This is an optimization exercise on Yosys and OpenROAD, whose aim is small area and a short achievable clock period, not a production implementation. At most, simulation tests tie the RTL to the original design; equivalence was not proved. Power figures rest on the tool's default switching activity, not on a simulated workload.

## daisy_core
module daisy_core (
    input  wire       clk,
    input  wire       rst,
    input  wire       op_valid,
    input  wire [3:0] op,
    output reg        cmd_ready,
    output reg        rx_active,
    output reg        hop_request,
    output reg        rdata_valid,
    output wire [7:0] rdata,
    output reg        radio_req,
    output wire       radio_channel,
    output reg        sink_byte_valid,
    output wire [7:0] sink_byte,
    output reg        sink_commit,
    output reg        sink_begin,
    output wire       sink_begin_chan
);
Size: about 450 cells after synthesis, roughly 77 flip-flops, roughly 33 I/O pins, roughly 3700 sq um of cells after synthesis.
clock: 3.5 ns
lec_check: 0
abc_area: 1
cap_margin: 20
core_margin: 2
core_utilization: 40
setup_slack_margin: 1.6
slew_margin: 20
standard.sh (not shown) runs the stock make flow with config.mk's settings and CLKGATE_MAP_FILE= SYNTH_SCRIPT=/design/flow/synth_recipe.tcl, a recipe that flattens the netlist after the stock synthesis.
==> flow/flow/run.sh <==
#!/bin/bash
# ORFS layout through the standard.sh, with these changes:
#  - synthesis may not use the slow many-input OR / NOR cells (added to the
#    platform's don't-use list);
#  - ports are buffered with buf_4 instead of the smallest buffer the resizer picks;
#  - timing repair may swap a cell for one with another footprint.
# Each tool's output goes to a log file of its own in this folder.
set -euo pipefail
BASE=$(make -s -C "$FLOW_HOME" DESIGN_CONFIG="$PWD/config.mk" WORK_HOME="$PWD/orfs" print-DONT_USE_CELLS 2>/dev/null \
       | sed -n 's/^DONT_USE_CELLS: //p' | tail -1)
SLOW=""
for c in or3_1 or3_2 or3_4 or3b_1 or3b_2 or3b_4 or4_1 or4_2 or4_4 or4b_1 or4b_2 or4b_4 \
         or4bb_1 or4bb_2 or4bb_4 nor4_1 nor4_2 nor4_4 nor4b_1 nor4b_2 nor4b_4 nor4bb_1 nor4bb_2 nor4bb_4; do
  SLOW="$SLOW sky130_fd_sc_hd__$c"
done
echo "DONT_USE_CELLS=$BASE $SLOW" > dont_use.log
bash standard.sh "DONT_USE_CELLS=$BASE $SLOW" synth > synth.log 2>&1
bash standard.sh "DONT_USE_CELLS=$BASE $SLOW" MATCH_CELL_FOOTPRINT=0 \
  "BUFFER_PORTS_ARGS=-buffer_cell sky130_fd_sc_hd__buf_4" finish > layout.log 2>&1
Then changed:
Settings changed: ABC_AREA 1 to not set, PLACE_DENSITY set to 0.8.
The changed run produced a clean layout. Non-clock buffer count falls by 3. Combinational power falls by well over a third. Clock-buffer cell count rises by 2. Die area falls by roughly a tenth. Critical path depth falls by 5.
Then changed:
Settings changed: CORE_UTILIZATION 40 to 60, PLACE_DENSITY 0.8 to not set.
Worst hold slack is better by 0.0037 ns.
Routed wire length climbs by 0.39%.
Core utilization climbs by 24 points.
Worst setup slack is worse by 0.076 ns.
Clock power climbs by 7.8%.
Final cell count drops by 8.0%.
Power climbs by 2.9%.
Sequential share of layout area climbs by 0.74 points.
Maximum frequency drops by 3.9%.
Sequential cell count does not change.
Cell area drops by 1.5%.
Then changed:
--- a/flow/flow/run.sh
+++ b/flow/flow/run.sh
@@ -1,5 +1,5 @@
 #!/bin/bash
 # ORFS layout through the standard.sh, with these changes:
-#  - synthesis may not use the slow many-input OR / NOR cells (added to the
+#  - synthesis may not use the slow many-input OR / NOR, 5-input AOI and MUX2 cells (added to the
 #    platform's don't-use list);
 #  - ports are buffered with buf_4 instead of the smallest buffer the resizer picks;
@@ -11,5 +11,5 @@
 SLOW=""
 for c in or3_1 or3_2 or3_4 or3b_1 or3b_2 or3b_4 or4_1 or4_2 or4_4 or4b_1 or4b_2 or4b_4 \
-         or4bb_1 or4bb_2 or4bb_4 nor4_1 nor4_2 nor4_4 nor4b_1 nor4b_2 nor4b_4 nor4bb_1 nor4bb_2 nor4bb_4; do
+         or4bb_1 or4bb_2 or4bb_4 mux2_1 mux2_2 mux2_4 mux2_8 a2111oi_0 a2111oi_1 a2111oi_2 a2111oi_4 a2111o_1 a2111o_2 a2111o_4 nor4_1 nor4_2 nor4_4 nor4b_1 nor4b_2 nor4b_4 nor4bb_1 nor4bb_2 nor4bb_4; do
   SLOW="$SLOW sky130_fd_sc_hd__$c"
 done
Settings changed: CORE_UTILIZATION 60 to 40, SETUP_SLACK_MARGIN 1.6 to 1.7.
Die area rises by 47%.
Synthesized cell count rises by 0.97%.
Total power falls by 1.1%.
Clock-buffer cell count falls by 2.
Routed wire length rises by 2.0%.
Final cell count rises by 12%.

job 101:
daisy_core again, from the RTL that the note above started with.
Settings: LEC_CHECK=0, CAP_MARGIN=20, CORE_MARGIN=2, CORE_UTILIZATION=40, GPL_ROUTABILITY_DRIVEN=0, SETUP_SLACK_MARGIN=1.6, SLEW_MARGIN=20; clock period 3.5 ns.
==> flow/flow/run.sh <==
#!/bin/bash
# ORFS layout through the standard.sh, with these changes:
#  - synthesis may not use the slow many-input OR / NOR cells (added to the
#    platform's don't-use list);
#  - ports are buffered with buf_4 instead of the smallest buffer the resizer picks;
#  - timing repair may swap a cell for one with another footprint.
# Each tool's output goes to a log file of its own in this folder.
set -euo pipefail
BASE=$(make -s -C "$FLOW_HOME" DESIGN_CONFIG="$PWD/config.mk" WORK_HOME="$PWD/orfs" print-DONT_USE_CELLS 2>/dev/null \
       | sed -n 's/^DONT_USE_CELLS: //p' | tail -1)
SLOW=""
for c in or3_1 or3_2 or3_4 or3b_1 or3b_2 or3b_4 or4_1 or4_2 or4_4 or4b_1 or4b_2 or4b_4 \
         or4bb_1 or4bb_2 or4bb_4 nor4_1 nor4_2 nor4_4 nor4b_1 nor4b_2 nor4b_4 nor4bb_1 nor4bb_2 nor4bb_4; do
  SLOW="$SLOW sky130_fd_sc_hd__$c"
done
echo "DONT_USE_CELLS=$BASE $SLOW" > dont_use.log
bash standard.sh "DONT_USE_CELLS=$BASE $SLOW" synth > synth.log 2>&1
bash standard.sh "DONT_USE_CELLS=$BASE $SLOW" MATCH_CELL_FOOTPRINT=0 \
  "BUFFER_PORTS_ARGS=-buffer_cell sky130_fd_sc_hd__buf_4" finish > layout.log 2>&1
Job 101: all stages complete, timing, DRC and antenna checks passed
Here is what was changed in the inputs of job 102 compared with job 101.
Settings: CORE_UTILIZATION changed from 40 to 30; GPL_ROUTABILITY_DRIVEN removed (was 0).
### Flow results
The flow did not stop early for job 102: all stages ran, and the layout cleared the timing, DRC and antenna checks. Every stage of the flow completed for job 101, and the final layout passed the timing, DRC and antenna checks. The internal power of job 102 is higher than that of job 101. On via count, job 101 beats job 102. The higher clock-cell share of area came out of job 102. Compared with job 101, job 102 shows post-route cell area that has gone up by more than 10%. Diff job 101 -> job 102: tap cell instance count went up 35; final setup slack of the worst path went down 0.041 ns. Compared with job 101, job 102 shows total number of nets in the final design that has gone up by a few percent.
Relative to job 102, the following input files were edited for job 103:
Settings: CORE_UTILIZATION: 30 -> 40.
diff --git a/flow/flow/run.sh b/flow/flow/run.sh
--- a/flow/flow/run.sh
+++ b/flow/flow/run.sh
@@ -3 +3 @@
-#  - synthesis may not use the slow many-input OR / NOR cells (added to the
+#  - synthesis may not use the slow many-input OR / NOR and 3-input XOR cells (added to the
@@ -13 +13 @@
-         or4bb_1 or4bb_2 or4bb_4 nor4_1 nor4_2 nor4_4 nor4b_1 nor4b_2 nor4b_4 nor4bb_1 nor4bb_2 nor4bb_4; do
+         or4bb_1 or4bb_2 or4bb_4 xor3_1 xor3_2 xor3_4 xnor3_1 xnor3_2 xnor3_4 nor4_1 nor4_2 nor4_4 nor4b_1 nor4b_2 nor4b_4 nor4bb_1 nor4bb_2 nor4bb_4; do
==> results.txt <==
- Synthesized area of job 103 is on par with job 102.
- Looking only at number of resized instances in the post-cts repair step, and setting everything else aside, the lower value of job 102 and job 103 goes to job 102.
- Comparing via count for job 102 and job 103, the bigger number came from job 102.
- Diff job 102..job 103 | number of maximum-capacitance constraint violations | unchanged
- Compared with job 102, in job 103 global-route wire length before repair down 430 um; total wire length after detailed routing down 5.3%.
- Job 102 vs job 103, destination of the critical timing path: err[0] vs phase[2]
- Changes observed in job 103 relative to job 102: area occupied by multi-input gates ~0 delta, worst-case reg-to-reg path depth lower, cell area after layout down 220 um2, number of nets with antenna violations after detailed routing about even, share of cell area taken by flip-flops and latches rose by 2.2 points.
## Diff of input files: job 104 against job 103
Settings: MIN_ROUTING_LAYER newly set to met2.
diff --git a/flow/flow/run.sh b/flow/flow/run.sh
--- a/flow/flow/run.sh
+++ b/flow/flow/run.sh
@@ -3 +3 @@
-#  - synthesis may not use the slow many-input OR / NOR and 3-input XOR cells (added to the
+#  - synthesis may not use the slow many-input OR / NOR cells (added to the
@@ -13 +13 @@
-         or4bb_1 or4bb_2 or4bb_4 xor3_1 xor3_2 xor3_4 xnor3_1 xnor3_2 xnor3_4 nor4_1 nor4_2 nor4_4 nor4b_1 nor4b_2 nor4b_4 nor4bb_1 nor4bb_2 nor4bb_4; do
+         or4bb_1 or4bb_2 or4bb_4 nor4_1 nor4_2 nor4_4 nor4b_1 nor4b_2 nor4b_4 nor4bb_1 nor4bb_2 nor4bb_4; do
==> comparison <==
Die footprint across job 103 and job 104: no real change. Of job 103 and job 104, the higher buffer count excluding the clock tree in the final layout belongs to job 103. In terms of synthesized area, job 104 and job 103 differ only marginally. Compared with job 103, the router placed more vias in job 104. Between job 103 and job 104, count of clock-buffer cells in the layout is lower for job 104, job 103 comes in above that. Diff job 104..job 103 | number of cells traversed by the worst register-to-register path | unchanged. Compared with job 103, in job 104 setup slack now larger; share of total power in the clock network shows a reduction of 0.3 points.
Modified inputs, job 105 compared to job 104
Settings: removing MIN_ROUTING_LAYER (formerly met2); changing SETUP_SLACK_MARGIN from 1.6 to 1.5.
## What came out
- Comparing job 104 against job 105, there is no change at all in CTS sink count.
- Power of job 105 exceeds that of job 104 slightly.
- Compared with job 104, in job 105 global-route usage lost 8.8 points, fraction of layout cells with a size suffix above 1 shows a reduction of 1.7 points, placed wire-length estimate after detailed placement went down about 3%.
- Relative to job 104, the maximum cell stage delay along the critical path of job 105 is lower by 0.10 ns.
- When job 105 is set beside job 104, its part of the total power dissipated in combinational logic turns out to be 0.5 points smaller.
- Count of cells resized by post-cts repair: job 105 lower than job 104
- In summary, job 105 completed successfully, with a layout that passed the timing, DRC and antenna checks.
- Job 104 was carried through to the last stage, and its layout satisfied the timing, DRC and antenna checks.
- Going from job 104 to job 105, core utilization has decreased; power density of the placed cells has increased; global-route track usage on met3 fell 30 points.

## run 1
The RTL this note starts from:
==> flow/design.v <==
module dc_cond (
    input  wire [2:0]  phase,
    input  wire [15:0] win,
    input  wire [9:0]  cnt,
    input  wire [15:0] crc,
    input  wire        prev_e,
    input  wire        flag_r,         
    input  wire        stuff_r,        
    output wire        flag_nx,        
    output wire        stuff_nx,       
    output wire        wp, ws, pf, pl, in_hop,
    output wire        fl0, fl1,       
    output wire        pr0, pr1,       
    output wire        hc0, hc1,       
    output wire        nostart,        
    output wire        stuff_err,      
    output wire        noend,          
    output wire        take,           
    output wire        pf_end,         
    output wire        byte_end,       
    output wire        crc_ok,         
    output wire        cnt_en,         
    output wire [9:0]  cnt_inc,
    output wire [15:0] crc_s
);
    localparam [15:0] CRC_POLY     = 16'h8408;
    localparam [15:0] CRC_RESIDUAL = 16'hF0B8;
    assign wp     = (phase == 3'd2);
    assign ws     = (phase == 3'd3);
    assign pf     = (phase == 3'd4);
    assign pl     = (phase == 3'd5);
    assign in_hop = (phase == 3'd6);
    wire b         = win[8];
    wire stuff_due = stuff_r;
    wire c7        = (cnt[2:0] == 3'd7);
    wire flag_w = flag_r;
    wire pre_w  = (win[15:1] == 15'h5555) & (cnt[4] | (cnt[3:0] == 4'd15));
    wire hop_w  = cnt[4] | cnt[3] | (cnt[2] & (cnt[1] | cnt[0]));
    assign flag_nx  = (win[15:10] == 6'b111110);
    assign stuff_nx = &win[8:4];
    assign fl0 = flag_w & prev_e;
    assign fl1 = flag_w & ~prev_e;
    assign pr0 = pre_w & prev_e;
    assign pr1 = pre_w & ~prev_e;
    assign hc0 = hop_w & (~prev_e == win[15]);
    assign hc1 = hop_w & (prev_e == win[15]);
    assign nostart   = ws & (cnt[3:0] == 4'd15);
    assign stuff_err = pl & stuff_due & b;
    assign take      = pl & ~stuff_due;
    assign noend     = take & (&cnt[9:2]);
    assign pf_end    = pf & c7;
    assign byte_end  = take & c7;
    assign crc_s     = {1'b0, crc[15:1]} ^ ((b ^ crc[0]) ? CRC_POLY : 16'h0000);
    assign crc_ok    = stuff_due ? (crc == CRC_RESIDUAL) : (crc_s == CRC_RESIDUAL);
    assign cnt_en    = wp | ws | pf | take;
    assign cnt_inc   = cnt + 10'd1;
endmodule
module daisy_core (
    input  wire       clk,
    input  wire       rst,
    input  wire       op_valid,
    input  wire [3:0] op,
    output reg        cmd_ready,
    output reg        rx_active,
    output reg        hop_request,
    output reg        rdata_valid,
    output wire [7:0] rdata,
    output reg        radio_req,
    output wire       radio_channel,
    output reg        sink_byte_valid,
    output wire [7:0] sink_byte,
    output reg        sink_commit,
    output reg        sink_begin,
    output wire       sink_begin_chan
);
    localparam [2:0] PH_OFF      = 3'd0;
    localparam [2:0] PH_WAITPRE  = 3'd2;
    localparam [2:0] PH_WAITSTA  = 3'd3;
    localparam [2:0] PH_PREFETCH = 3'd4;
    localparam [2:0] PH_PAYLOAD  = 3'd5;
    localparam [2:0] PH_HOP      = 3'd6;
    localparam [2:0] ERR_NONE    = 3'd0;
    localparam [2:0] ERR_NOSTART = 3'd1;
    localparam [2:0] ERR_STUFF   = 3'd2;
    localparam [2:0] ERR_NOEND   = 3'd3;
    localparam [2:0] ERR_CRC     = 3'd4;
    reg [2:0]  phase;
    reg [15:0] win;
    reg [9:0]  cnt;
    reg [7:0]  acc;
    reg [15:0] crc;
    reg        flag_r, stuff_r;    
    reg        prev_e;
    reg        chan;
    reg [2:0]  err;
    reg [5:0]  tag;
    reg [5:0]  rd;
    assign rdata           = {2'b00, rd};
    assign radio_channel   = chan;
    assign sink_begin_chan = chan;
    assign sink_byte       = acc;
    wire        wp, ws, pf, pl, in_hop, fl0, fl1, pr0, pr1, hc0, hc1;
    wire        nostart, stuff_err, noend, take, pf_end, byte_end, crc_ok, cnt_en;
    wire [9:0]  cnt_inc;
    wire [15:0] crc_s;
    wire        flag_nx, stuff_nx;
    dc_cond u_cond (
        .phase(phase), .win(win), .cnt(cnt), .crc(crc), .prev_e(prev_e),
        .flag_r(flag_r), .stuff_r(stuff_r), .flag_nx(flag_nx), .stuff_nx(stuff_nx),
        .wp(wp), .ws(ws), .pf(pf), .pl(pl), .in_hop(in_hop),
        .fl0(fl0), .fl1(fl1), .pr0(pr0), .pr1(pr1), .hc0(hc0), .hc1(hc1),
        .nostart(nostart), .stuff_err(stuff_err), .noend(noend), .take(take),
        .pf_end(pf_end), .byte_end(byte_end), .crc_ok(crc_ok), .cnt_en(cnt_en),
        .cnt_inc(cnt_inc), .crc_s(crc_s)
    );
    wire e      = op[0];
    wire is_bit = op_valid & (op[3:1] == 3'b000);
    wire done   = op_valid & (op == 4'h5) & ~cmd_ready;    
    wire task_  = op_valid & cmd_ready;
    wire start  = task_ & (op == 4'h2);
    wire stop   = task_ & (op == 4'h3);
    wire serv   = task_ & (op == 4'h4) & in_hop;
    wire read   = task_ & (op[3:2] == 2'b10);
    wire takeer = task_ & (op == 4'hB);
    wire radio  = op_valid & (op[3:1] == 3'b001 || op == 4'h4);    
    wire fl  = e ? fl1 : fl0;
    wire pr  = e ? pr1 : pr0;
    wire hc  = e ? hc1 : hc0;
    wire d   = ~(prev_e ^ e);
    wire rs  = (nostart & ~fl) | stuff_err | (pl & fl) | noend;    
    wire clr = rs | (wp & pr) | (ws & fl) | pf_end;               
    reg [2:0] bphase;
    reg [2:0] berr;
    always @* begin
        bphase = phase;
        if (wp & pr)        bphase = PH_WAITSTA;
        else if (wp & hc)   bphase = PH_HOP;
        if (ws & fl)        bphase = PH_PREFETCH;
        if (pf_end)         bphase = PH_PAYLOAD;
        if (rs)             bphase = PH_WAITPRE;
        berr = err;
        if (nostart & ~fl)  berr = ERR_NOSTART;
        if (stuff_err)      berr = ERR_STUFF;
        else if (pl & fl)   berr = crc_ok ? err : ERR_CRC;
        else if (noend)     berr = ERR_NOEND;
    end
    wire [2:0] phase_n = is_bit ? bphase : done ? PH_WAITPRE : stop ? PH_OFF : phase;
    wire       ready_n = done | (cmd_ready & ~(start | serv));
    always @(posedge clk) begin
        if (is_bit) begin
            win    <= {d, win[15:1]};
            flag_r  <= d & flag_nx;
            stuff_r <= stuff_nx;
            prev_e <= e;
        end
        if (is_bit & take) acc <= {win[8], acc[7:1]};
        if (is_bit & (take | pf_end)) crc <= pf_end ? 16'hFFFF : crc_s;
        if ((is_bit & clr) | done)  cnt <= 10'd0;
        else if (is_bit & cnt_en)   cnt <= cnt_inc;
        case (op[1:0])
            2'b00:   rd <= {3'd0, phase};
            2'b01:   rd <= {5'd0, chan};
            2'b10:   rd <= tag;
            default: rd <= {3'd0, err};
        endcase
        if (rst) begin
            phase           <= PH_OFF;
            prev_e          <= 1'b0;
            chan            <= 1'b0;
            err             <= ERR_NONE;
            tag             <= 6'd0;
            cmd_ready       <= 1'b1;
            rx_active       <= 1'b0;
            hop_request     <= 1'b0;
            rdata_valid     <= 1'b0;
            radio_req       <= 1'b0;
            sink_byte_valid <= 1'b0;
            sink_commit     <= 1'b0;
            sink_begin      <= 1'b0;
        end else begin
            phase           <= phase_n;
            chan            <= chan ^ serv;
            if (is_bit)      err <= berr;
            else if (takeer) err <= ERR_NONE;
            if (is_bit & pf_end) tag <= {d, win[15:11]};
            cmd_ready       <= ready_n;
            rx_active       <= done | (rx_active & ~stop);
            hop_request     <= is_bit ? (cmd_ready & (in_hop | (wp & ~pr & hc)))
                                      : (hop_request & ~radio);
            rdata_valid     <= read;
            radio_req       <= start | serv;
            sink_byte_valid <= is_bit & byte_end;
            sink_commit     <= is_bit & ~stuff_err & pl & fl & crc_ok;
            sink_begin      <= (is_bit & rs) | done;
        end
    end
endmodule
==> flow/config.mk <==
export PLATFORM = sky130hd
export DESIGN_NAME = daisy_core
export DESIGN_NICKNAME = daisy_core
export VERILOG_FILES = /design/flow/design.v
export SDC_FILE = /design/flow/constraint.sdc
export NUM_CORES = 4
export LEC_CHECK = 0
export CAP_MARGIN = 20
export CORE_MARGIN = 2
export CORE_UTILIZATION = 40
export SETUP_SLACK_MARGIN = 1.6
export SLEW_MARGIN = 20
==> flow/constraint.sdc <==
create_clock -name core_clock -period 3.5 [get_ports {clk}]
set_input_delay 0.7000 -clock core_clock [delete_from_list [all_inputs] [get_ports {clk}]]
set_output_delay 0.7000 -clock core_clock [all_outputs]
set_load 0.01 [all_outputs]
==> flow/flow/run.sh <==
#!/bin/bash
# ORFS layout through the standard.sh, with these changes:
#  - synthesis may not use the slow many-input OR / NOR , 5-input AOI / OAI, 3-input XOR and some slow complex cells (added to the
#    platform's don't-use list);
#  - ports are buffered with buf_4 instead of the smallest buffer the resizer picks;
#  - timing repair may swap a cell for one with another footprint.
# Each tool's output goes to a log file of its own in this folder.
set -euo pipefail
BASE=$(make -s -C "$FLOW_HOME" DESIGN_CONFIG="$PWD/config.mk" WORK_HOME="$PWD/orfs" print-DONT_USE_CELLS 2>/dev/null \
       | sed -n 's/^DONT_USE_CELLS: //p' | tail -1)
SLOW=""
for c in or3_1 or3_2 or3_4 or3b_1 or3b_2 or3b_4 or4_1 or4_2 or4_4 or4b_1 or4b_2 or4b_4 \
         or4bb_1 or4bb_2 or4bb_4 and4bb_1 and4bb_2 and4bb_4 nand4bb_1 nand4bb_2 nand4bb_4 xor3_1 xor3_2 xor3_4 xnor3_1 xnor3_2 xnor3_4 a311oi_1 a311oi_2 a311oi_4 a311o_1 a311o_2 a311o_4 o311ai_0 o311ai_1 o311ai_2 o311ai_4 o311a_1 o311a_2 o311a_4 a2111oi_0 a2111oi_1 a2111oi_2 a2111oi_4 a2111o_1 a2111o_2 a2111o_4 o2111ai_1 o2111ai_2 o2111ai_4 o2111a_1 o2111a_2 o2111a_4 nor4_1 nor4_2 nor4_4 nor4b_1 nor4b_2 nor4b_4 nor4bb_1 nor4bb_2 nor4bb_4; do
  SLOW="$SLOW sky130_fd_sc_hd__$c"
done
echo "DONT_USE_CELLS=$BASE $SLOW" > dont_use.log
bash standard.sh "DONT_USE_CELLS=$BASE $SLOW" synth > synth.log 2>&1
bash standard.sh "DONT_USE_CELLS=$BASE $SLOW" MATCH_CELL_FOOTPRINT=0 \
  "BUFFER_PORTS_ARGS=-buffer_cell sky130_fd_sc_hd__buf_4" finish > layout.log 2>&1
Run 1 completed end to end with timing, DRC and antenna clean.
Relative to run 1, the following input files were edited for run 2:
==> flow/flow/run.sh <==
#!/bin/bash
# ORFS layout through the standard.sh, with these changes:
#  - synthesis may not use the slow many-input OR / NOR and 5-input AOI / OAI cells (added to the
#    platform's don't-use list);
#  - ports are buffered with buf_4 instead of the smallest buffer the resizer picks;
#  - timing repair may swap a cell for one with another footprint.
# Each tool's output goes to a log file of its own in this folder.
set -euo pipefail
BASE=$(make -s -C "$FLOW_HOME" DESIGN_CONFIG="$PWD/config.mk" WORK_HOME="$PWD/orfs" print-DONT_USE_CELLS 2>/dev/null \
       | sed -n 's/^DONT_USE_CELLS: //p' | tail -1)
SLOW=""
for c in or3_1 or3_2 or3_4 or3b_1 or3b_2 or3b_4 or4_1 or4_2 or4_4 or4b_1 or4b_2 or4b_4 \
         or4bb_1 or4bb_2 or4bb_4 a2111oi_0 a2111oi_1 a2111oi_2 a2111oi_4 a2111o_1 a2111o_2 a2111o_4 o2111ai_1 o2111ai_2 o2111ai_4 o2111a_1 o2111a_2 o2111a_4 nor4_1 nor4_2 nor4_4 nor4b_1 nor4b_2 nor4b_4 nor4bb_1 nor4bb_2 nor4bb_4; do
  SLOW="$SLOW sky130_fd_sc_hd__$c"
done
echo "DONT_USE_CELLS=$BASE $SLOW" > dont_use.log
bash standard.sh "DONT_USE_CELLS=$BASE $SLOW" synth > synth.log 2>&1
bash standard.sh "DONT_USE_CELLS=$BASE $SLOW" MATCH_CELL_FOOTPRINT=0 \
  "BUFFER_PORTS_ARGS=-buffer_cell sky130_fd_sc_hd__buf_4" finish > layout.log 2>&1
[summary]
Run 2 vs run 1 — cell count along the critical path rose 3.
Comparing register-to-register slack for run 1 and run 2, the smaller number came from run 2.
Run 2 against run 1: maximum number of pins on one net before global-route repair dropped 22%, combinational power share climbed 0.4 points.
The higher initial detailed-routing violation count came out of run 2.
Run 2 closes out successfully: all stages finished, all timing, DRC and antenna checks passed.
On global routing met2 resource utilization: between run 1 and run 2, it ends up lower for run 2.
Going from run 1 to run 2, multiplexer fraction of the synthesized cell area shrinks by 2.2 points.
Length of routed met3 wiring: run 2 vs run 1 up 63 um
Delta (run 2 minus run 1): setup slack fell by 61 ps; via count has increased.
Function was not checked in any run of this note: the RTL went through the layout flow alone.

-- afterwards: timing with drivers on the ports --
The flow's constraints put no driver on any port. The routed layouts listed below were extracted and timed again, unchanged, in two steps. Step 1 (the two cells are an assumption about what drives the block):
set clk [get_ports {clk}]
set_driving_cell -lib_cell sky130_fd_sc_hd__clkbuf_16 $clk
set_driving_cell -lib_cell sky130_fd_sc_hd__buf_2 [delete_from_list [all_inputs] $clk]
Step 2 times the ports against the registers' clock, not the clock port: input delays grow and output delays shrink by t, the midpoint of the rising clock arrivals with the driver on. a / b / c = no drivers / after step 1 / after step 2; a / b = the first two.
run	t (ns)	setup WS [ns]	clock arrival spread, ns	cell pins on the clock port's net
the first run of note 1	0.374	1.679 / 1.690 / 1.315	0.011 / 0.011	1
the second run of note 1	0.378	1.624 / 1.624 / 1.257	0.016 / 0.016	1
the third run of note 1	0.384	1.548 / 1.548 / 1.188	0.011 / 0.010	1
the fourth run of note 1	0.387	1.623 / 1.623 / 1.266	0.012 / 0.012	1
job 101	0.379	1.595 / 1.606 / 1.227	0.014 / 0.015	1
job 102	0.368	1.555 / 1.561 / 1.197	0.012 / 0.011	1
job 103	0.382	1.533 / 1.542 / 1.160	0.011 / 0.012	1
job 104	0.387	1.569 / 1.569 / 1.210	0.021 / 0.021	1
job 105	0.381	1.550 / 1.550 / 1.182	0.006 / 0.006	1
run 1	0.392	1.606 / 1.610 / 1.218	0.018 / 0.018	1
run 2	0.387	1.546 / 1.546 / 1.179	0.016 / 0.017	1
After both steps every run listed still meets setup and hold. For run 1, which loses most, drivers alone change the setup slack by +0.004 ns; drivers and shift together by -0.388 ns.
